This design comes from an exercise in tuning for small area on the open sky130 flow, not from production work.
The RTL was checked by simulation tests, not by an equivalence proof against the original design.
Power and IR drop assume default switching activity.

===== config.mk =====
export PLATFORM = sky130hd
export DESIGN_NAME = angers_ctrl
export DESIGN_NICKNAME = angers_ctrl
export VERILOG_FILES = /design/flow/design.v
export SDC_FILE = /design/flow/constraint.sdc
export NUM_CORES = 4
export LEC_CHECK = 0
export ABC_AREA = 1
export CAP_MARGIN = 20
export CORE_MARGIN = 2
export CORE_UTILIZATION = 40
export CTS_BUF_LIST = sky130_fd_sc_hd__clkbuf_8
export CTS_CLUSTER_DIAMETER = 60
export CTS_CLUSTER_SIZE = 14
export SLEW_MARGIN = 20

===== flow/abc_area.script =====
strash
&get -n
&dch -f
&nf -a -R 1000
&put
mfs2
strash
&get -n
&dch -f
&nf -a -R 1000
&put
topo

===== design.v =====
module angers_rx (
    input  wire       clk,
    input  wire       rst,
    input  wire       ser_rx,
    input  wire       rd_clear,    
    output reg  [7:0] rx_data,
    output reg        rx_avail
);
    reg [3:0] phase;
    reg [4:0] timer;
    reg [7:0] shift;
    wire sample = (timer == 5'd26);
    always @(posedge clk) begin
        if (rst) begin
            phase    <= 4'd0;
            rx_avail <= 1'b0;
        end else begin
            if (rd_clear)
                rx_avail <= 1'b0;
            if (phase == 4'd0) begin
                if (!ser_rx)
                    phase <= 4'd1;
            end else if (sample) begin
                if (phase == 4'd1 && ser_rx)
                    phase <= 4'd0;
                else if (phase == 4'd10) begin
                    phase <= 4'd0;
                    if (ser_rx && !rx_avail)
                        rx_avail <= 1'b1;
                end else
                    phase <= phase + 4'd1;
            end
        end
    end
    always @(posedge clk) begin
        if (phase == 4'd0)
            timer <= 5'd14;
        else if (sample)
            timer <= 5'd1;
        else
            timer <= timer + 5'd1;
        if (sample && phase != 4'd1 && phase != 4'd10)
            shift <= {ser_rx, shift[7:1]};
        if (sample && phase == 4'd10 && ser_rx && !rx_avail)
            rx_data <= shift;
    end
endmodule
module angers_fan (
    input  wire        clk,
    input  wire        rst,
    input  wire        tach,
    input  wire        step,         
    input  wire [7:0]  temp,
    input  wire [7:0]  pwm_cnt,      
    output reg  [12:0] fan_ticks,
    output reg         fan_valid,
    output wire [1:0]  duty_lo,      
    output wire        fan_pwm
);
    reg  [4:0]  pre;
    reg  [12:0] cnt;
    reg         ovf;
    reg         tach_last;
    wire        edge_cap = step & tach & ~tach_last;
    wire        pre_end  = (pre == 5'd31);
    wire [12:0] cnt_inc  = cnt + 13'd1;
    reg  [11:0] rem;
    reg  [4:0]  r24;
    reg  [7:0]  aq;
    reg  [8:0]  live_t1, cap_t1;
    reg         live_f,  cap_f;
    localparam [15:0] N_LO = 16'h1C37;    
    wire [3:0]  it    = pre[3:0] - 4'd3;           
    wire [3:0]  nidx  = 4'd12 - it;
    wire        nbit  = N_LO[nidx];
    wire [12:0] rsh   = {rem, nbit};
    wire [13:0] rsub  = {1'b0, rsh} - {2'b0, cnt_inc[11:0]};
    wire        qbit  = ~rsub[13];
    wire [11:0] rnext = qbit ? rsub[11:0] : rsh[11:0];
    wire [5:0]  rsh24 = {r24, qbit};
    wire        abit  = (rsh24 >= 6'd24);
    wire [4:0]  r24n  = abit ? (rsh24[4:0] - 5'd24) : rsh24[4:0];
    wire [8:0]  a_fin  = {aq, abit};
    wire [9:0]  t1x    = {1'b0, a_fin} + {9'd0, (r24n >= 5'd18)} - 10'd19;
    wire        short_t  = (cnt_inc[12:8] == 5'd0);       
    wire        long_t    = cnt_inc[12];                   
    wire [8:0]  new_t1 = short_t ? 9'h1FF : (long_t | t1x[9]) ? 9'd0 : t1x[8:0];
    wire        new_f  = ~short_t & ~long_t & ~t1x[9] & (r24n == 5'd17);
    always @(posedge clk) begin
        if (pre == 5'd18) begin
            rem <= 12'd228;
            r24 <= 5'd0;
        end else begin
            rem <= rnext;
            r24 <= r24n;
        end
        aq <= {aq[6:0], abit};
    end
    always @(posedge clk) begin
        if (rst) begin
            pre     <= 5'd0;
            cnt     <= 13'd0;
            ovf     <= 1'b0;
            live_t1 <= 9'h1FF;
            live_f  <= 1'b0;
        end else if (edge_cap) begin
            pre     <= 5'd0;
            cnt     <= 13'd0;
            ovf     <= 1'b0;
            live_t1 <= 9'h1FF;
            live_f  <= 1'b0;
        end else begin
            pre <= pre + 5'd1;
            if (pre_end) begin
                cnt     <= cnt_inc;
                live_t1 <= new_t1;
                live_f  <= new_f;
                if (cnt == 13'h1FFF)
                    ovf <= 1'b1;
            end
        end
    end
    wire       cap_valid = ~ovf & (edge_cap | fan_valid);
    wire [8:0] t1 = edge_cap ? live_t1 : cap_t1;
    wire       f  = edge_cap ? live_f  : cap_f;
    wire       gt = ({1'b0, temp} > t1);
    wire       eq = ({1'b0, temp} == t1);
    assign duty_lo = {~cap_valid | gt | (eq & ~f), cap_valid & eq & f};
    reg [1:0] duty;      
    always @(posedge clk) begin
        if (rst) begin
            tach_last <= 1'b0;
            fan_valid <= 1'b0;
            fan_ticks <= 13'd0;
            duty      <= 2'b11;
        end else if (step) begin
            tach_last <= tach;
            fan_valid <= cap_valid;
            if (edge_cap & ~ovf)
                fan_ticks <= cnt;
            duty      <= duty_lo;
        end
    end
    always @(posedge clk) begin
        if (step & edge_cap) begin
            cap_t1 <= live_t1;
            cap_f  <= live_f;
        end
    end
    assign fan_pwm = ~(duty[1] & duty[0]) &
                     (~(&pwm_cnt[7:2]) | (pwm_cnt[1:0] < duty));
endmodule
module angers_ctrl (
    input  wire        clk,
    input  wire        rst,
    input  wire        cmd_valid,
    input  wire [31:0] cmd,
    output wire        cmd_ready,
    output wire        busy,
    output wire [31:0] result,
    output wire        ser_tx,
    input  wire        ser_rx,
    output wire        pot_dq,
    output wire [1:0]  pot_clk,
    output wire [1:0]  pot_rst,
    output wire        adc_en_o,
    output wire [3:0]  adc_mux,
    output wire        adc_start,
    input  wire        adc_done,
    input  wire [9:0]  adc_value,
    input  wire [3:0]  btn,
    input  wire        tach,
    output wire        fan_pwm
);
    localparam [3:0] O_NOP   = 4'd0,  O_TX    = 4'd1,  O_RXAV  = 4'd2,  O_RXRD  = 4'd3,
                     O_INIT  = 4'd4,  O_CLEAR = 4'd5,  O_GOTO  = 4'd6,  O_PRINT = 4'd7,
                     O_CUR   = 4'd8,  O_POT   = 4'd9,  O_ADC   = 4'd10, O_ADCEN = 4'd11,
                     O_EDGE  = 4'd12, O_FSTEP = 4'd13, O_FPER  = 4'd14, O_TXT   = 4'd15;
    localparam [2:0] S_IDLE = 3'd0, S_EXEC = 3'd1, S_SEQ = 3'd2, S_POT = 3'd3,
                     S_ADC1 = 3'd4, S_ADC2 = 3'd5, S_ADC3 = 3'd6, S_RXW = 3'd7;
    reg  [2:0] st;
    reg  [3:0] op;
    reg  [7:0] cmd_a, cmd_b;
    reg        cmd_c0;
    assign busy      = (st != S_IDLE);
    assign cmd_ready = ~busy;
    reg  [3:0] op_dec;
    always @(*) begin
        case (cmd[31:24])
            8'h01: op_dec = O_TX;
            8'h02: op_dec = O_RXAV;
            8'h03: op_dec = O_RXRD;
            8'h10: op_dec = O_INIT;
            8'h11: op_dec = O_CLEAR;
            8'h12: op_dec = O_GOTO;
            8'h13: op_dec = O_PRINT;
            8'h14: op_dec = O_CUR;
            8'h20: op_dec = O_POT;
            8'h30: op_dec = O_ADC;
            8'h31: op_dec = O_ADCEN;
            8'h40: op_dec = O_EDGE;
            8'h50: op_dec = O_FSTEP;
            8'h51: op_dec = O_FPER;
            8'h60: op_dec = O_TXT;
            default: op_dec = O_NOP;
        endcase
    end
    reg [7:0] pwm_cnt;
    always @(posedge clk) begin
        if (rst) pwm_cnt <= 8'd0;
        else     pwm_cnt <= pwm_cnt + 8'd1;
    end
    reg  [7:0] ring [0:31];
    reg        clr_r;
    wire       clr    = rst | clr_r;
    wire [3:0] wport  = cmd_a[4:1] + pwm_cnt[4:1] + {3'd0, cmd_a[0]};
    wire       wr_txt = (op == O_TXT) && (cmd_a[7:5] == 3'd0) && (cmd_a[0] == pwm_cnt[0]);
    wire [7:0] wdata  = clr ? 8'd0 : cmd_b;
    integer s;
    always @(posedge clk) begin
        clr_r <= rst;
        for (s = 0; s < 32; s = s + 1) begin
            if ((s % 2 == 1) && (clr || (wr_txt && wport == s / 2)))
                ring[s] <= wdata;
            else
                ring[s] <= ring[(s + 31) % 32];
        end
    end
    wire [7:0] rx_data;
    wire       rx_avail;
    wire       rx_clear = ((st == S_EXEC && op == O_RXRD) || st == S_RXW) && rx_avail;
    angers_rx u_rx (
        .clk     (clk),
        .rst     (rst),
        .ser_rx  (ser_rx),
        .rd_clear(rx_clear),
        .rx_data (rx_data),
        .rx_avail(rx_avail)
    );
    wire        fan_step = (st == S_EXEC) && (op == O_FSTEP);
    wire [12:0] fan_ticks;
    wire        fan_valid;
    wire [1:0]  duty_lo;
    angers_fan u_fan (
        .clk      (clk),
        .rst      (rst),
        .tach     (tach),
        .step     (fan_step),
        .temp     (cmd_a),
        .pwm_cnt  (pwm_cnt),
        .fan_ticks(fan_ticks),
        .fan_valid(fan_valid),
        .duty_lo  (duty_lo),
        .fan_pwm  (fan_pwm)
    );
    reg  [7:0] byte_r;
    reg  [4:0] tick;
    reg  [6:0] cel;
    reg  [5:0] pc;
    wire       in_wait;
    reg        last;
    reg        ser_tx_r;
    assign ser_tx = ser_tx_r;
    localparam [1:0] IT_END = 2'd0, IT_BYTE = 2'd1, IT_WAIT = 2'd2;
    reg [1:0] it_kind;
    reg [7:0] it_byte;
    reg [4:0] it_tick;
    reg [6:0] it_cell;
    always @(*) begin
        it_kind = IT_END;
        it_byte = 8'hxx;
        it_tick = 5'bxxxxx;
        it_cell = 7'bxxxxxxx;
        case (pc[3:0])
            4'd15: begin it_kind = IT_WAIT; it_tick = 5'd2;  it_cell = 7'd51;  end  
            4'd14: begin it_kind = IT_BYTE; it_byte = 8'hF1; end
            4'd13: begin it_kind = IT_BYTE; it_byte = 8'h01; end
            4'd12: begin it_kind = IT_WAIT; it_tick = 5'd16; it_cell = 7'd112; end  
            4'd10: begin it_kind = IT_BYTE; it_byte = cmd_a[0] ? 8'h02 : 8'h03; end
            4'd8:  begin it_kind = IT_BYTE; it_byte = cmd_a; end
            4'd7:  begin it_kind = IT_BYTE; it_byte = cmd_b; end
            4'd6:  begin it_kind = IT_WAIT; it_tick = 5'd4;  it_cell = 7'd124; end  
            default: ;
        endcase
    end
    reg [7:0] first_byte;
    reg [5:0] first_pc;
    always @(*) begin
        first_byte = 8'hxx;
        first_pc   = 6'bxxxxxx;
        case (op)
            O_TX:    begin first_byte = cmd_a; first_pc = 6'd4;  end
            O_INIT:  begin first_byte = 8'hF0; first_pc = 6'd15; end
            O_CLEAR: begin first_byte = 8'hF1; first_pc = 6'd13; end
            O_GOTO:  begin first_byte = 8'hF3; first_pc = 6'd8;  end
            O_PRINT: begin first_byte = 8'hF2; first_pc = 6'd32; end
            O_CUR:   begin first_byte = 8'hF1; first_pc = 6'd10; end
            default: ;
        endcase
    end
    wire print    = (op == O_PRINT);
    assign in_wait = ~print && (pc[3:0] == 4'd14 || pc[3:0] == 4'd11 || pc[3:0] == 4'd5);
    wire cell_end = (tick == 5'd25);
    wire pot_ph2  = (tick == 5'd2);
    reg [5:0] pot_step;
    always @(*) begin
        case (cmd_b[6:0])
            7'd0: pot_step = 6'd63;
            7'd1: pot_step = 6'd62;
            7'd2: pot_step = 6'd61;
            7'd3: pot_step = 6'd61;
            7'd4: pot_step = 6'd60;
            7'd5: pot_step = 6'd59;
            7'd6: pot_step = 6'd59;
            7'd7: pot_step = 6'd58;
            7'd8: pot_step = 6'd57;
            7'd9: pot_step = 6'd57;
            7'd10: pot_step = 6'd56;
            7'd11: pot_step = 6'd56;
            7'd12: pot_step = 6'd55;
            7'd13: pot_step = 6'd54;
            7'd14: pot_step = 6'd54;
            7'd15: pot_step = 6'd53;
            7'd16: pot_step = 6'd52;
            7'd17: pot_step = 6'd52;
            7'd18: pot_step = 6'd51;
            7'd19: pot_step = 6'd51;
            7'd20: pot_step = 6'd50;
            7'd21: pot_step = 6'd49;
            7'd22: pot_step = 6'd49;
            7'd23: pot_step = 6'd48;
            7'd24: pot_step = 6'd47;
            7'd25: pot_step = 6'd47;
            7'd26: pot_step = 6'd46;
            7'd27: pot_step = 6'd45;
            7'd28: pot_step = 6'd45;
            7'd29: pot_step = 6'd44;
            7'd30: pot_step = 6'd44;
            7'd31: pot_step = 6'd43;
            7'd32: pot_step = 6'd42;
            7'd33: pot_step = 6'd42;
            7'd34: pot_step = 6'd41;
            7'd35: pot_step = 6'd40;
            7'd36: pot_step = 6'd40;
            7'd37: pot_step = 6'd39;
            7'd38: pot_step = 6'd39;
            7'd39: pot_step = 6'd38;
            7'd40: pot_step = 6'd37;
            7'd41: pot_step = 6'd37;
            7'd42: pot_step = 6'd36;
            7'd43: pot_step = 6'd35;
            7'd44: pot_step = 6'd35;
            7'd45: pot_step = 6'd34;
            7'd46: pot_step = 6'd34;
            7'd47: pot_step = 6'd33;
            7'd48: pot_step = 6'd32;
            7'd49: pot_step = 6'd32;
            7'd50: pot_step = 6'd31;
            7'd51: pot_step = 6'd30;
            7'd52: pot_step = 6'd30;
            7'd53: pot_step = 6'd29;
            7'd54: pot_step = 6'd28;
            7'd55: pot_step = 6'd28;
            7'd56: pot_step = 6'd27;
            7'd57: pot_step = 6'd27;
            7'd58: pot_step = 6'd26;
            7'd59: pot_step = 6'd25;
            7'd60: pot_step = 6'd25;
            7'd61: pot_step = 6'd24;
            7'd62: pot_step = 6'd23;
            7'd63: pot_step = 6'd23;
            7'd64: pot_step = 6'd22;
            7'd65: pot_step = 6'd22;
            7'd66: pot_step = 6'd21;
            7'd67: pot_step = 6'd20;
            7'd68: pot_step = 6'd20;
            7'd69: pot_step = 6'd19;
            7'd70: pot_step = 6'd18;
            7'd71: pot_step = 6'd18;
            7'd72: pot_step = 6'd17;
            7'd73: pot_step = 6'd17;
            7'd74: pot_step = 6'd16;
            7'd75: pot_step = 6'd15;
            7'd76: pot_step = 6'd15;
            7'd77: pot_step = 6'd14;
            7'd78: pot_step = 6'd13;
            7'd79: pot_step = 6'd13;
            7'd80: pot_step = 6'd12;
            7'd81: pot_step = 6'd11;
            7'd82: pot_step = 6'd11;
            7'd83: pot_step = 6'd10;
            7'd84: pot_step = 6'd10;
            7'd85: pot_step = 6'd9;
            7'd86: pot_step = 6'd8;
            7'd87: pot_step = 6'd8;
            7'd88: pot_step = 6'd7;
            7'd89: pot_step = 6'd6;
            7'd90: pot_step = 6'd6;
            7'd91: pot_step = 6'd5;
            7'd92: pot_step = 6'd5;
            7'd93: pot_step = 6'd4;
            7'd94: pot_step = 6'd3;
            7'd95: pot_step = 6'd3;
            7'd96: pot_step = 6'd2;
            7'd97: pot_step = 6'd1;
            7'd98: pot_step = 6'd1;
            7'd99: pot_step = 6'd0;
            7'd100: pot_step = 6'd0;
            7'd101: pot_step = 6'd0;
            7'd102: pot_step = 6'd0;
            7'd103: pot_step = 6'd0;
            7'd104: pot_step = 6'd0;
            7'd105: pot_step = 6'd0;
            7'd106: pot_step = 6'd0;
            7'd107: pot_step = 6'd0;
            7'd108: pot_step = 6'd0;
            7'd109: pot_step = 6'd0;
            7'd110: pot_step = 6'd0;
            7'd111: pot_step = 6'd0;
            7'd112: pot_step = 6'd0;
            7'd113: pot_step = 6'd0;
            7'd114: pot_step = 6'd0;
            7'd115: pot_step = 6'd0;
            7'd116: pot_step = 6'd0;
            7'd117: pot_step = 6'd0;
            7'd118: pot_step = 6'd0;
            7'd119: pot_step = 6'd0;
            7'd120: pot_step = 6'd0;
            7'd121: pot_step = 6'd0;
            7'd122: pot_step = 6'd0;
            7'd123: pot_step = 6'd0;
            7'd124: pot_step = 6'd0;
            7'd125: pot_step = 6'd0;
            7'd126: pot_step = 6'd0;
            7'd127: pot_step = 6'd0;
            default: pot_step = 6'd0;
        endcase
    end
    reg        adc_en;
    reg  [3:0] adc_mux_r;
    reg        adc_flag;
    reg  [9:0] adc_data;
    reg  [3:0] btn_prev;
    reg  [12:0] res_lo;
    reg        res16;
    assign adc_en_o  = adc_en;
    assign adc_mux   = adc_mux_r;
    assign adc_start = (st == S_ADC2);
    assign result    = {15'd0, res16, 3'd0, res_lo};
    assign pot_dq  = (st == S_POT) & byte_r[0];
    assign pot_rst = (st == S_POT) ? (cmd_a[0] ? 2'b10 : 2'b01) : 2'b00;
    assign pot_clk = (tick == 5'd1) ? pot_rst : 2'b00;
    always @(*) adc_data = {cmd_c0, last, byte_r};
    reg        res_we;
    reg [13:0] res_d;     
    always @(*) begin
        res_we = 1'b1;
        res_d  = 14'd0;
        case (st)
            S_EXEC: begin
                case (op)
                    O_RXAV:  res_d = {13'd0, rx_avail};
                    O_RXRD:  begin res_d = {6'd0, rx_data}; res_we = rx_avail; end
                    O_ADC:   res_we = ~adc_en;
                    O_EDGE:  res_d = {10'd0, btn & ~btn_prev};
                    O_FSTEP: res_d = {6'd0, 6'b111111, duty_lo};
                    O_FPER:  res_d = {fan_valid, fan_ticks};
                    default: res_we = 1'b0;
                endcase
            end
            S_ADC2, S_ADC3: begin res_d = {4'd0, adc_data}; res_we = adc_flag; end
            S_RXW:          begin res_d = {6'd0, rx_data};  res_we = rx_avail; end
            default: res_we = 1'b0;
        endcase
    end
    always @(posedge clk) begin
        if (rst) begin
            res_lo <= 13'd0;
            res16  <= 1'b0;
        end else if (res_we) begin
            res_lo <= res_d[12:0];
            res16  <= res_d[13];
        end
    end
    always @(posedge clk) begin
        if (rst) begin
            st       <= S_IDLE;
            op       <= O_NOP;
            ser_tx_r <= 1'b1;
            adc_en   <= 1'b0;
            adc_mux_r <= 4'd0;
            adc_flag <= 1'b0;
            btn_prev <= 4'd0;
        end else begin
            if (st == S_EXEC)
                adc_flag <= 1'b0;           
            else if (adc_done)
                adc_flag <= 1'b1;
            case (st)
                S_IDLE: begin
                    if (cmd_valid) begin
                        op     <= op_dec;
                        cmd_a  <= cmd[23:16];
                        cmd_b  <= cmd[15:8];
                        cmd_c0 <= cmd[0];
                        st     <= S_EXEC;
                    end
                end
                S_EXEC: begin
                    st <= S_IDLE;
                    case (op)
                        O_TX, O_INIT, O_CLEAR, O_GOTO, O_PRINT, O_CUR: begin
                            byte_r   <= first_byte;
                            pc       <= first_pc;
                            tick     <= 5'd0;
                            cel     <= 7'd0;
                            last     <= 1'b0;
                            ser_tx_r <= 1'b0;
                            st       <= S_SEQ;
                        end
                        O_RXRD: if (!rx_avail) st <= S_RXW;
                        O_POT: begin
                            byte_r <= {1'b0, cmd_c0, pot_step};
                            tick   <= 5'd0;
                            cel   <= 7'd0;
                            st     <= S_POT;
                        end
                        O_ADC: begin
                            if (adc_en) begin
                                adc_mux_r <= cmd_a[3:0];
                                st        <= S_ADC1;
                            end
                        end
                        O_ADCEN: adc_en <= cmd_a[0];
                        O_EDGE:  btn_prev <= btn;
                        default: ;
                    endcase
                end
                S_SEQ: begin
                    if (!cell_end) begin
                        tick <= tick + 5'd1;
                    end else begin
                        tick <= 5'd0;
                        cel <= cel + 7'd1;
                        if (!in_wait && cel != 7'd9) begin
                            ser_tx_r <= cel[3] | byte_r[0];
                            if (!cel[3])
                                byte_r <= {byte_r[0], byte_r[7:1]};
                        end else if (in_wait ? (cel == 7'd127) : 1'b1) begin
                            pc <= pc - 6'd1;
                            if (print) begin
                                if (last)
                                    st <= S_IDLE;
                                else begin
                                    cel     <= 7'd0;
                                    ser_tx_r <= 1'b0;
                                    last     <= (byte_r == 8'd0);
                                end
                            end else begin
                                case (it_kind)
                                    IT_BYTE: begin
                                        byte_r   <= it_byte;
                                        cel     <= 7'd0;
                                        ser_tx_r <= 1'b0;
                                    end
                                    IT_WAIT: begin
                                        tick    <= it_tick;
                                        cel    <= it_cell;
                                    end
                                    default: st <= S_IDLE;
                                endcase
                            end
                        end
                    end
                    if (print && cel[3] && pwm_cnt[4:0] == pc[4:0])
                        byte_r <= (pc == 6'd0) ? 8'd0 : ring[0];
                end
                S_POT: begin
                    if (pot_ph2) begin
                        tick   <= 5'd0;
                        byte_r <= {byte_r[0], byte_r[7:1]};
                        cel   <= cel + 7'd1;
                        if (cel[3:0] == 4'd15)
                            st <= S_IDLE;
                    end else
                        tick <= tick + 5'd1;
                end
                S_ADC1, S_ADC2, S_ADC3: begin
                    st <= (st == S_ADC1) ? S_ADC2 : adc_flag ? S_IDLE : S_ADC3;
                    if (adc_done)
                        {cmd_c0, last, byte_r} <= adc_value;
                end
                S_RXW: if (rx_avail) st <= S_IDLE;
                default: st <= S_IDLE;
            endcase
        end
    end
endmodule

===== standard.sh =====
#!/bin/bash
# synth_recipe.tcl (not shown) runs the flow's synth.tcl, then flattens the netlist and writes it again
# the make line also repeats each setting of config.mk as NAME=value (left out here)
make -C /OpenROAD-flow-scripts/flow DESIGN_CONFIG=/design/flow/config.mk WORK_HOME=/design/flow/orfs CLKGATE_MAP_FILE= SYNTH_SCRIPT=/design/flow/synth_recipe.tcl "${@:-finish}"

===== constraint.sdc =====
create_clock -name core_clock -period 1000.0 [get_ports {clk}]
set_input_delay 200.0000 -clock core_clock [delete_from_list [all_inputs] [get_ports {clk}]]
set_output_delay 200.0000 -clock core_clock [all_outputs]
set_load 0.01 [all_outputs]

===== flow/run.sh =====
#!/bin/bash
# Own layout flow: the standard flow, with two changes.
#  1. Synthesis is the standard synthesis, except that ABC maps the logic
#     with an area script (flow/abc_area.script) that does no buffering or
#     sizing; the registers are untouched.
#  2. Port buffers are the smallest buffer, sky130_fd_sc_hd__buf_1.
# Each tool's output goes to a log file of its own in this folder.
set -euo pipefail
W=$(pwd)
rm -rf "$W/flow_scripts"
cp -r "$FLOW_HOME/scripts" "$W/flow_scripts"
cp "$W/flow/abc_area.script" "$W/flow_scripts/abc_area.script"
SCRIPTS_DIR="$W/flow_scripts" bash "$W/standard.sh" synth > "$W/synth.log" 2>&1
BUFFER_PORTS_ARGS="-buffer_cell sky130_fd_sc_hd__buf_1" bash "$W/standard.sh" > "$W/layout.log" 2>&1

==> metrics.md, run 1 <==
| Metric | Value |
|---|---|
| Commonest cells post-synth | dfxtp_1, nand2_1, o21ai_0 |
| Post-synth top area cell | dfxtp_1 |
| Seq cells post-synth | 454 |
| Register area share after synthesis | 0.574 |
| Max Cap Viol | 0 |
| Post-synth EDFFs | 70 |
| Synthesized cell area | around 17,000 µm² |
| FF+latch area | ~9800 µm² |
| Clk buf depth | 3 |
| YS warnings | 4 |
| Routed WL per cell | 16.7 µm |
| Area of the multi-input gates | 7070 µm² |
| Critical path class | in2reg |
| Vias in the first global route | around 12,000 |
| Cell count after synthesis | 1,739 |
| Ports | 99 |
| Outcome | no timing/DRC/antenna violations |
| PostCTS Resize Cnt | 0 |
| Initial DRC Count | 947 |
| Fin. Hold Viols | 0 |
| Most common cell in the netlist | dfxtp_1 |
| Average cell area after synthesis | 9.80 µm² |
| Static Leak | 0.00693 µW |
| Area contributors post-synth | dfxtp_1, edfxtp_1, o21ai_0 |
| Final WL | 40,500 µm |
| Vias | 12,976 |
| Port Buffer Count | 73 |
| FFs w/ async S/R, synth | 0 |
| GRT overflow | 0 |
| Slew Viols, Final | 0 |
| Clk sinks | 454 |
| Largest net degree at the start of global routing | 63 |
| Total GRT Usage | 0.184 |
| Initial antenna violation count | 2 |
| CTS Buf Count | about 40 |
| Hold WC Path Type | reg2reg |
| WP data required | 1000.49 ns |
| Crit path arrival time | approximately 200 ns |
| Routability cong. | between 0.9 and 1 |
| DR pass1 iterations | 7 |
| Die ar. | roughly 44,000 µm² |
| Slew margin rel. | 0.306 |
| Clk_skew | 0.0238 ns |
| Initial Utilization | 0.406 |
| Critical path endpoint category | flip-flop |
| Top cell type's share of synthesized area | 0.451 |
| Fmax | between 0.004 and 0.005 GHz |
| Number of unique standard cell types used by synthesis | 60 |
| Worst-margin pin slew | around 1.0 ns |
| CTS tree | built |
| # nets final | 1,974 |
| Tmin final | 202.84 ns |
| Insertion delay to the later sink of the worst-skew pair | 0.60 ns |
| DR DRC count | 0 |
| Area growth from synthesis to final layout | 10.5% |
| H-Tree Depth | 2 |
| Critical Path Source Type | primary input |
| Setup total negative slack | 0 ns |
| Worst-path maximum fanout | 27 |
| RSZ-0062 raised after global routing | no |
| Die width | 210 µm |
| Hold buffer count at CTS | 0 |
| Total power per unit cell area | 2.18 nW/µm² |
| DP Wirelength | 28,900 µm |
| Fillers | 4,083 |
| Vias per cell | 5.34 |
| Post-CTS Setup Repair Bufs | 0 |
| WHS | 0.325 ns |
| Maximum vdd drop | 0.00000118 V |
| First-pass GRT wire length | 64,900 µm |
| Share of layout cells above drive strength 1 | 0.0381 |
| Top_reg_cell synth | dfxtp_1 |
| Clk slew on worst S/H paths | 0.09 ns |
| Antenna-violating nets left | 0 |
| Core area | between 40,000 and 50,000 µm² |
| Setup Viol. Count Final | 0 |
| Final Cycle Share | 0.203 |
| Die Span Y | 210 µm |
| Root Buffer | clkbuf_8 |
| Num rows | 75 |
==> cell type report <==
class,count,share of cell area
well taps,539,0.0358
diodes,2,0.000266
clock buffers,42,0.0307
inverters,33,0.00658
multi-input cells,1250,0.375
repair buffers,88,0.0206
flip-flops and latches,454,0.520
clock inverters,22,0.0108
==> stage by stage <==
| stage | cell area (µm²) | instances | util | total power [µW] | setup WS [ns] |
|---|---|---|---|---|---|
| 2_1_floorplan | 17100 | 1756 | - | 28.0 | 796.51 |
| 3_3_place_gp | 18000 | 2364 | 0.429 | 30.1 | 796.61 |
| 3_5_place_dp | 18000 | 2364 | 0.429 | 30.4 | 796.60 |
| 4_1_cts | 18800 | 2428 | 0.448 | 41.3 | 797.22 |
| 5_1_grt | 18800 | 2429 | 0.448 | 43.5 | 796.98 |
| 6_report | 18800 | 2430 | 0.448 | 41.0 | 797.16 |
==> sequential cells by signal (all words and copies together), names as in the netlist, 9 cells and up <==
name             count
u_fan.fan_ticks     13
u_fan.cap_t1         9
u_fan.rem           12
ring               256
u_fan.live_t1        9
res_lo              13
u_fan.cnt           13
==> logic make-up (layout without fill, tap and decap cells) <==
family | count (synthesis) | after routing | share of synthesized area
AOI/OAI and AO/OA | 457 | 457 | 0.157
xor gates and xnor gates | 55 | 55 | 0.0283
adders and majority gates | 56 | 56 | 0.0421
buffers and inverters | 52 | 185 | 0.0156
DFF | 454 | 454 | 0.574
muxes | 28 | 28 | 0.0170
other | 1 | 20 | 0.000220
and+or+nand+nor | 636 | 636 | 0.166
==> placed cells by master, fill, tap and decap left out, types with 21 or more instances in the layout <==
| cell type | count |
|---|---|
| mux2i_1 | 21 |
| buf_1 | 72 |
| dfxtp_1 | 384 |
| nor2_1 | 165 |
| nand3_1 | 44 |
| xnor2_1 | 29 |
| nor3_1 | 41 |
| nand2_1 | 264 |
| xor2_1 | 26 |
| o21ai_0 | 220 |
| a21oi_1 | 109 |
| clkbuf_8 | 42 |
| ha_1 | 51 |
| clkinv_1 | 33 |
| edfxtp_1 | 70 |
==> path summary, 6_finish.rpt <==
check / cells after the start / startpoint / slack (ns) / endpoint
setup reg to reg: 27 / u_fan.cnt[0]$_SDFFE_PP0P_ / 993.54 / u_fan.live_t1[8]$_SDFFE_PP1P_
setup / recovery: 13 / cmd_valid / 797.16 / pot_step[1]$_DFF_P_
hold reg to reg: 0 / ring[21][6]$_DFF_P_ / 0.33 / ring[22][6]$_DFF_P_
hold / removal: 0 / ring[21][6]$_DFF_P_ / 0.33 / ring[22][6]$_DFF_P_
==> where the power goes <==
part / switching (µW) / total [µW] / internal [µW]
Sequential: 1.43 / 21.9 / 20.5
Clock: 6.16 / 10.9 / 4.77
Combinational: 4.92 / 8.13 / 3.21
Total: 12.5 / 41.0 / 28.5
==> per-layer routing <==
metal	vias up	track usage	wire (µm)
met2	358	0.293	18300
met5	-	0	0
met3	90	0.0425	2550
met1	6110	0.241	18300
li1	6418	-	-
met4	0	0.0729	1370
==> worst max-delay path, cell delays in order <==
cell,delay (ns)
buf_1,0.12
nand2_1,0.23
nor2_2,0.14
buf_4,0.35
mux2i_1,0.71
clkinv_1,0.37
ha_1,0.31
o21ai_0,0.41
a211oi_1,0.09
o32ai_1,0.29
nand3_1,0.12
nor2_1,0.11
nor3_1,0.07
==> run 2, diff against run 1 <==
--- a/config.mk
+++ b/config.mk
@@ -11,5 +11,5 @@
 export CORE_UTILIZATION = 40
 export CTS_BUF_LIST = sky130_fd_sc_hd__clkbuf_8
-export CTS_CLUSTER_DIAMETER = 60
-export CTS_CLUSTER_SIZE = 14
+export CTS_CLUSTER_DIAMETER = 80
+export CTS_CLUSTER_SIZE = 16
 export SLEW_MARGIN = 20
==> metrics.md, run 2 <==
| Metric | Value |
|---|---|
| Outcome | no timing/DRC/antenna violations |
| DR pass1 iterations | 5 (-2) |
| Hold Startpoint | ring[13][1]$_DFF_P_ |
| Critical Path Source Type | primary input |
| Fin. Hold Viols | 0 (unchanged) |
| FFs w/ async S/R, synth | 0 (unchanged) |
| Post-synth EDFFs | 70 (unchanged) |
| Share of layout cells above drive strength 1 | 0.0320 (-0.00613) |
| Number of unique standard cell types used by synthesis | 60 (unchanged) |
| Top cell type's share of synthesized area | 0.451 (unchanged) |
| Core area | 42,000 µm² (unchanged) |
| Maximum vdd drop | 0.00000146 V (+24%) |
| Crit path arrival time | 203.33 ns (about the same) |
| Antenna-violating nets left | 0 (unchanged) |
| Hold WC Path Type | reg2reg |
| Clk_skew | 0.0285 ns (+0.00474 ns) |
| Fmax | 0.00493 GHz (about the same) |
| Vias in the first global route | 12,311 (-0.36%) |
| Largest net degree at the start of global routing | 63 (unchanged) |
| Final WL | 40,600 µm (+0.17%) |
| Hold buffer count at CTS | 0 (unchanged) |
| CP Launch Point | cmd_valid |
| RSZ-0062 raised after global routing | no |
| Commonest cells post-synth | dfxtp_1, nand2_1, o21ai_0 |
| Worst-path maximum fanout | 27 (unchanged) |
| Setup total negative slack | 0 ns (unchanged) |
| Root Buffer | clkbuf_8 |
| R2R cell count | 27 (unchanged) |
| Die Span Y | 210 µm (unchanged) |
| Max Cap Viol | 0 (unchanged) |
| Final Cycle Share | 0.203 (about the same) |
| Setup Viol. Count Final | 0 (unchanged) |
| Critical path endpoint category | flip-flop |
| Pwr Total | 39.5 µW (-3.7%) |
| Ports | 99 (unchanged) |
| DP Wirelength | 28,900 µm (unchanged) |
| Worst hold path endpoint | ring[14][1]$_DFF_P_ |
| Initial Utilization | 0.406 (unchanged) |
| # nets final | 1,967 (-0.35%) |
| Die width | 210 µm (unchanged) |
| Clk slew on worst S/H paths | 0.11 ns (+0.02 ns) |
| Static Leak | 0.00683 µW (-1.4%) |
| Hold Path Depth | 0 (unchanged) |
| CTS Buf Count | 34 (-17%) |
| Critical path class | in2reg |
| Slew margin rel. | 0.297 (-0.00838) |
| Max FFs per register | 256 (unchanged) |
| DR DRC count | 0 (unchanged) |
| YS warnings | 4 (unchanged) |
| PostCTS Resize Cnt | 0 (unchanged) |
| Most frequent cells in the layout | dfxtp_1, nand2_1, o21ai_0 |
| First-pass GRT wire length | 65,100 µm (+0.30%) |
| Area contributors post-synth | dfxtp_1, edfxtp_1, o21ai_0 |
| Area growth from synthesis to final layout | 9.34% |
| Worst-margin pin slew | 1.05 ns (+0.0125 ns) |
| GRT overflow | 0 (unchanged) |
| Vias per cell | 5.33 (-0.22%) |
| Most common cell after layout, fill and taps aside | dfxtp_1 |
| Cell count after synthesis | 1,739 (unchanged) |
| Slew Viols, Final | 0 (unchanged) |
| Total power per unit cell area | 2.12 nW/µm² (-2.7%) |
| Tmin final | 202.86 ns (+0.0140 ns) |
| Initial antenna violation count | 2 (unchanged) |
| Port Buffer Count | 73 (unchanged) |
| Vias | 12,878 (-0.76%) |
| Num rows | 75 (unchanged) |
| Post-synth top area cell | dfxtp_1 |
| Final core utilization | 0.443 (-0.00458) |
| Worst R2R Start | u_fan.cnt[0]$_SDFFE_PP0P_ |
| Die ar. | 44,300 µm² (unchanged) |
| Seq cells post-synth | 454 (unchanged) |
| Total GRT Usage | 0.184 (about the same) |
| Most flops, register | ring |
| Clk sinks | 454 (unchanged) |
| Synthesized cell area | 17,000 µm² (unchanged) |
| Routed WL per cell | 16.8 µm (+0.71%) |
| Routability cong. | 0.908 (unchanged) |
| H-Tree Depth | 2 (unchanged) |
| RR Endpoint | u_fan.live_t1[8]$_SDFFE_PP1P_ |
| Average cell area after synthesis | 9.80 µm² (unchanged) |
| CTS tree | built |
| Most common cell in the netlist | dfxtp_1 |
| Fillers | 4,091 (+0.20%) |
| Top_reg_cell synth | dfxtp_1 |
| Flop2flop setup slack | 993.57 ns (+0.03 ns) |
| Initial DRC Count | 913 (-3.6%) |
| WP data required | 1000.48 ns (about the same) |
| Post-CTS Setup Repair Bufs | 0 (unchanged) |
| Insertion delay to the later sink of the worst-skew pair | 0.59 ns (about the same) |
| Register area share after synthesis | 0.574 (unchanged) |
| Clk buf depth | 3 (unchanged) |
## run 2: how the worst max path moves through the flow
| stage | to | slack (ns) | cells past startpoint |
|---|---|---|---|
| 5_1_grt | pot_step[1]$_DFF_P_ | 796.96 | 13 |
| 3_3_place_gp | pot_step[1]$_DFF_P_ | 796.61 | 13 |
| 4_1_cts | pot_step[1]$_DFF_P_ | 797.20 | 13 |
| 6_report | pot_step[1]$_DFF_P_ | 797.14 | 13 |
| 3_5_place_dp | pot_step[1]$_DFF_P_ | 796.60 | 13 |
| 2_1_floorplan | pot_step[1]$_DFF_P_ | 796.51 | 11 |
## run 2: per-stage QoR
step                      worst slack, ns  instances  instance area, µm²  hold slack [ns]
after CTS                          797.20       2415               18600            0.322
after detailed placement           796.60       2364               18000            0.312
after global placement             796.61       2364               18000            0.310
final                              797.14       2417               18600            0.329
after floorplan                    796.51       1756               17100            0.310
after global routing               796.96       2416               18600            0.330
## run 2: layout make-up
type                    instances  area (µm²)  area share
well taps                     539         674      0.0362
clock buffers                  35         482      0.0258
inverters                      33         124     0.00665
repair buffers                 88         388      0.0208
clock inverters                16         108     0.00577
multi-input cells            1250        7070       0.379
flip-flops and latches        454        9790       0.525
diodes                          2        5.00    0.000268
## run 2: cells by family after synthesis
| family | count (synthesis) | share of synthesized area |
|---|---|---|
| other cells | 1 | 0.000220 |
| fa+ha+maj | 56 | 0.0421 |
| flops | 454 | 0.574 |
| buf+inv | 52 | 0.0156 |
| mux | 28 | 0.0170 |
| simple gates | 636 | 0.166 |
| compound gates | 457 | 0.157 |
| xor+xnor | 55 | 0.0283 |
## run 2: power by group
part           total (µW)  leakage (µW)  internal, µW  switching (µW)
logic                8.14       0.00273          3.21            4.93
registers            21.9       0.00376          20.5            1.43
clock network        9.39      0.000345          3.57            5.82
## run 2: routing by layer
| layer | GRT usage | wire length, µm | share of wire | up-vias |
|---|---|---|---|---|
| li1 | - | - | - | 6400 |
| met1 | 0.247 | 18500 | 0.46 | 6046 |
| met2 | 0.296 | 18400 | 0.45 | 347 |
| met3 | 0.0316 | 2330 | 0.057 | 85 |
| met4 | 0.0709 | 1400 | 0.034 | 0 |
| met5 | 0 | 0 | 0 | - |
## run 2: critical path, stage by stage
cell and delay (ns):
buf_1 0.12, nand2_1 0.24, nor2_2 0.14, buf_4 0.35
mux2i_1 0.72, clkinv_1 0.37, ha_1 0.31, o21ai_0 0.40
a211oi_1 0.09, o32ai_1 0.29, nand3_1 0.12, nor2_1 0.11
nor3_1 0.06
==> run 3, diff against run 2 <==
--- a/config.mk
+++ b/config.mk
@@ -7,5 +7,5 @@
 export LEC_CHECK = 0
 export ABC_AREA = 1
-export CAP_MARGIN = 20
+export CAP_MARGIN = 0
 export CORE_MARGIN = 2
 export CORE_UTILIZATION = 40
@@ -13,3 +13,3 @@
 export CTS_CLUSTER_DIAMETER = 80
 export CTS_CLUSTER_SIZE = 16
-export SLEW_MARGIN = 20
+export SLEW_MARGIN = 0
==> metrics.md, run 3 <==
| Metric | Value |
|---|---|
| RR Endpoint | u_fan.live_t1[8]$_SDFFE_PP1P_ |
| Top_reg_cell synth | dfxtp_1 |
| Largest net degree at the start of global routing | 63 (unchanged) |
| Average cell area after synthesis | 9.80 µm² (unchanged) |
| Setup Viol. Count Final | 0 (unchanged) |
| RSZ-0062 raised after global routing | no |
| Total GRT Usage | 0.184 (unchanged) |
| Top cell type's share of synthesized area | 0.451 (unchanged) |
| Die Span Y | 210 µm (unchanged) |
| Most common cell after layout, fill and taps aside | dfxtp_1 |
| CP Capture Point | pot_step[1]$_DFF_P_ |
| CTS tree | built |
| Worst R2R Start | u_fan.cnt[0]$_SDFFE_PP0P_ |
| Routability cong. | 0.908 (unchanged) |
| Hold WC Path Type | reg2reg |
| YS warnings | 4 (unchanged) |
| Final WL | 40,500 µm (-0.13%) |
| CTS Buf Count | 34 (unchanged) |
| Vias per cell | 5.33 (about the same) |
| Max FFs per register | 256 (unchanged) |
| Setup total negative slack | 0 ns (unchanged) |
| Stages on the worst setup path | 13 (unchanged) |
| DR DRC count | 0 (unchanged) |
| Die ar. | 44,300 µm² (unchanged) |
| FF+latch area | 9790 µm² (unchanged) |
| Vias in the first global route | 12,311 (unchanged) |
| Critical path buffers and inverters | 3 (unchanged) |
| Commonest cells post-synth | dfxtp_1, nand2_1, o21ai_0 |
| H-Tree Depth | 2 (unchanged) |
| Most flops, register | ring |
| Ports | 99 (unchanged) |
| Fin area | 18,600 µm² (about the same) |
| Post-synth EDFFs | 70 (unchanged) |
| Slew margin rel. | 0.282 (-0.0148) |
| Initial Utilization | 0.406 (unchanged) |
| Fillers | 4,092 (+0.024%) |
| Hold buffer count at CTS | 0 (unchanged) |
| # nets final | 1,967 (unchanged) |
| Crit path arrival time | 203.37 ns (+0.04 ns) |
| FFs w/ async S/R, synth | 0 (unchanged) |
| Worst setup margin | 797.11 ns (-0.0380 ns) |
| Port Buffer Count | 73 (unchanged) |
| Area growth from synthesis to final layout | 9.28% (about the same) |
| Seq cells post-synth | 454 (unchanged) |
| Routed WL per cell | 16.8 µm (-0.13%) |
| WP data required | 1000.48 ns (about the same) |
| Post-synth top area cell | dfxtp_1 |
| PostCTS Resize Cnt | 0 (unchanged) |
| Critical Path Source Type | primary input |
| Critical Path Max Stage Delay | 0.72 ns (about the same) |
| Root Buffer | clkbuf_8 |
| Fin. Hold Viols | 0 (unchanged) |
| Share of layout cells above drive strength 1 | 0.0309 (-0.00107) |
| Critical path endpoint category | flip-flop |
| Outcome | no timing/DRC/antenna violations |
| Flop2flop setup slack | 993.31 ns (-0.26 ns) |
| Maximum vdd drop | 0.00000146 V (about the same) |
| Final Cycle Share | 0.203 (about the same) |
| Clk sinks | 454 (unchanged) |
| Worst-margin pin slew | 1.07 ns (+0.0222 ns) |
| Clk slew on worst S/H paths | 0.11 ns (about the same) |
| Final non-filler cell total | 2,417 (unchanged) |
| Critical path class | in2reg |
| Most common cell in the netlist | dfxtp_1 |
| Cell count after synthesis | 1,739 (unchanged) |
| Clk_skew | 0.0248 ns (-0.00374 ns) |
| Critical-path cell list | buf_1 > nand2_1 > nor2_2 > buf_4 > mux2i_1 > clkinv_1 > ha_1 > o21ai_0 > a211oi_1 > o32ai_1 > nand3_1 > nor2_1 > nor3_1 |
| Clk buf depth | 3 (unchanged) |
| Insertion delay to the later sink of the worst-skew pair | 0.59 ns (about the same) |
| Synthesized cell area | 17,000 µm² (unchanged) |
| Worst-path maximum fanout | 27 (unchanged) |
| Area of the multi-input gates | 7060 µm² (-0.14%) |
| Initial DRC Count | 950 (+4.1%) |
| Core area | 42,000 µm² (unchanged) |
| GRT overflow | 0 (unchanged) |
| R2R cell count | 27 (unchanged) |
| Family with the most delay on the worst path | buffers and inverters |
| First-pass GRT wire length | 65,100 µm (unchanged) |
| Slew Viols, Final | 0 (unchanged) |
| Area contributors post-synth | dfxtp_1, edfxtp_1, o21ai_0 |
| Die width | 210 µm (unchanged) |
| Tmin final | 202.89 ns (+0.0380 ns) |
| Antenna-violating nets left | 0 (unchanged) |
| Most frequent cells in the layout | dfxtp_1, nand2_1, o21ai_0 |
| Fmax | 0.00493 GHz (about the same) |
| DR pass1 iterations | 6 (+1) |
| Total power per unit cell area | 2.12 nW/µm² (about the same) |
| CP Launch Point | cmd_valid |
| Num rows | 75 (unchanged) |
| Worst slack, placed | 796.60 ns (unchanged) |
| Max Cap Viol | 0 (unchanged) |
| Vias | 12,887 (+0.070%) |
| Area of placed instances | 18,000 µm² (unchanged) |
| Post-CTS Setup Repair Bufs | 0 (unchanged) |
| CP max stage cell | mux2i_1 |
| DP Wirelength | 28,900 µm (unchanged) |
| Number of unique standard cell types used by synthesis | 60 (unchanged) |
| Initial antenna violation count | 2 (unchanged) |
| DP Cell Count | 2,364 (unchanged) |
| Static Leak | 0.00683 µW (about the same) |
| Register area share after synthesis | 0.574 (unchanged) |
## run 3: changes by cell type in the layout (fill, tap and decap cells not counted)
cell and change:
nor3_2 -1, o31ai_2 -1, nor3_1 +1, o31ai_1 +1
## run 3: cell families (layout without fill, tap and decap cells)
kind of cell,count (synthesis),after routing,share of synthesized area
fa+ha+maj,56,56,0.0421
flops,454,454,0.574
xor+xnor,55,55,0.0283
buf+inv,52,172,0.0156
simple gates,636,636,0.166
compound gates,457,457,0.157
mux,28,28,0.0170
other cells,1,20,0.000220
## run 3: stage by stage
step,hold WS [ns],power (µW),util
6_report,0.328,39.5,0.443
5_1_grt,0.330,41.9,0.443
4_1_cts,0.322,39.8,0.443
3_5_place_dp,0.312,30.4,0.429
3_3_place_gp,0.310,30.1,0.429
2_1_floorplan,0.310,28.0,-
## run 3: cell type report
| class | count | area share |
|---|---|---|
| antenna | 2 | 0.000269 |
| clock buffer | 35 | 0.0259 |
| clock inverter | 16 | 0.00578 |
| inverter | 33 | 0.00665 |
| multi-input combinational | 1250 | 0.379 |
| sequential | 454 | 0.525 |
| tap | 539 | 0.0362 |
| timing repair buffer | 88 | 0.0208 |
## run 3: power breakdown
part	internal [µW]	switching, µW
sequential	20.5	1.42
combinational	3.21	4.92
clock	3.57	5.84
total	27.3	12.2
## run 3: how the worst min path moves through the flow
stage,startpoint,end,slack [ns],depth (start not counted)
2_1_floorplan,ring[31][0]$_DFF_P_,ring[0][0]$_DFF_P_,0.31,0
3_3_place_gp,ring[9][4]$_DFF_P_,ring[10][4]$_DFF_P_,0.31,0
3_5_place_dp,ring[31][4]$_DFF_P_,ring[0][4]$_DFF_P_,0.31,0
4_1_cts,ring[5][6]$_DFF_P_,ring[6][6]$_DFF_P_,0.32,0
5_1_grt,ring[5][6]$_DFF_P_,ring[6][6]$_DFF_P_,0.33,0
6_report,ring[13][1]$_DFF_P_,ring[14][1]$_DFF_P_,0.33,0
## run 3: metal layers
| metal | global-route usage | wire (µm) | up-vias |
|---|---|---|---|
| met5 | 0 | 0 | - |
| met4 | 0.0709 | 1370 | 0 |
| met3 | 0.0316 | 2340 | 85 |
| met2 | 0.296 | 18400 | 357 |
| met1 | 0.247 | 18500 | 6046 |
| li1 | - | - | 6399 |

afterwards: timing with drivers on the ports:
The flow's constraints put no driver on any port. The routed layouts listed below were extracted and timed again, unchanged, in two steps. Step 1, drivers: a clkbuf_16 drives clk and a buf_2 each remaining input, both assumed. Step 2 also shifts input and output timing later by t, the mid clock arrival at the registers, as if the neighbouring blocks saw the same clock. Three values: no drivers, after step 1, after step 2; two values: the first two.
run | t (ns) | setup slack, ns | clock arrival spread, ns | worst register clock-pin slew, ns
run 1 | 0.637 | 797.159 / 797.185 / 796.549 | 0.025 / 0.025 | 0.10 / 0.10
run 2 | 0.632 | 797.144 / 797.173 / 796.541 | 0.030 / 0.030 | 0.12 / 0.12
run 3 | 0.631 | 797.106 / 797.136 / 796.505 | 0.026 / 0.027 | 0.12 / 0.12
After both steps every run listed still meets setup and hold. The setup slack of run 1, which loses most, moves by +0.026 ns with the drivers and by -0.610 ns with both steps.
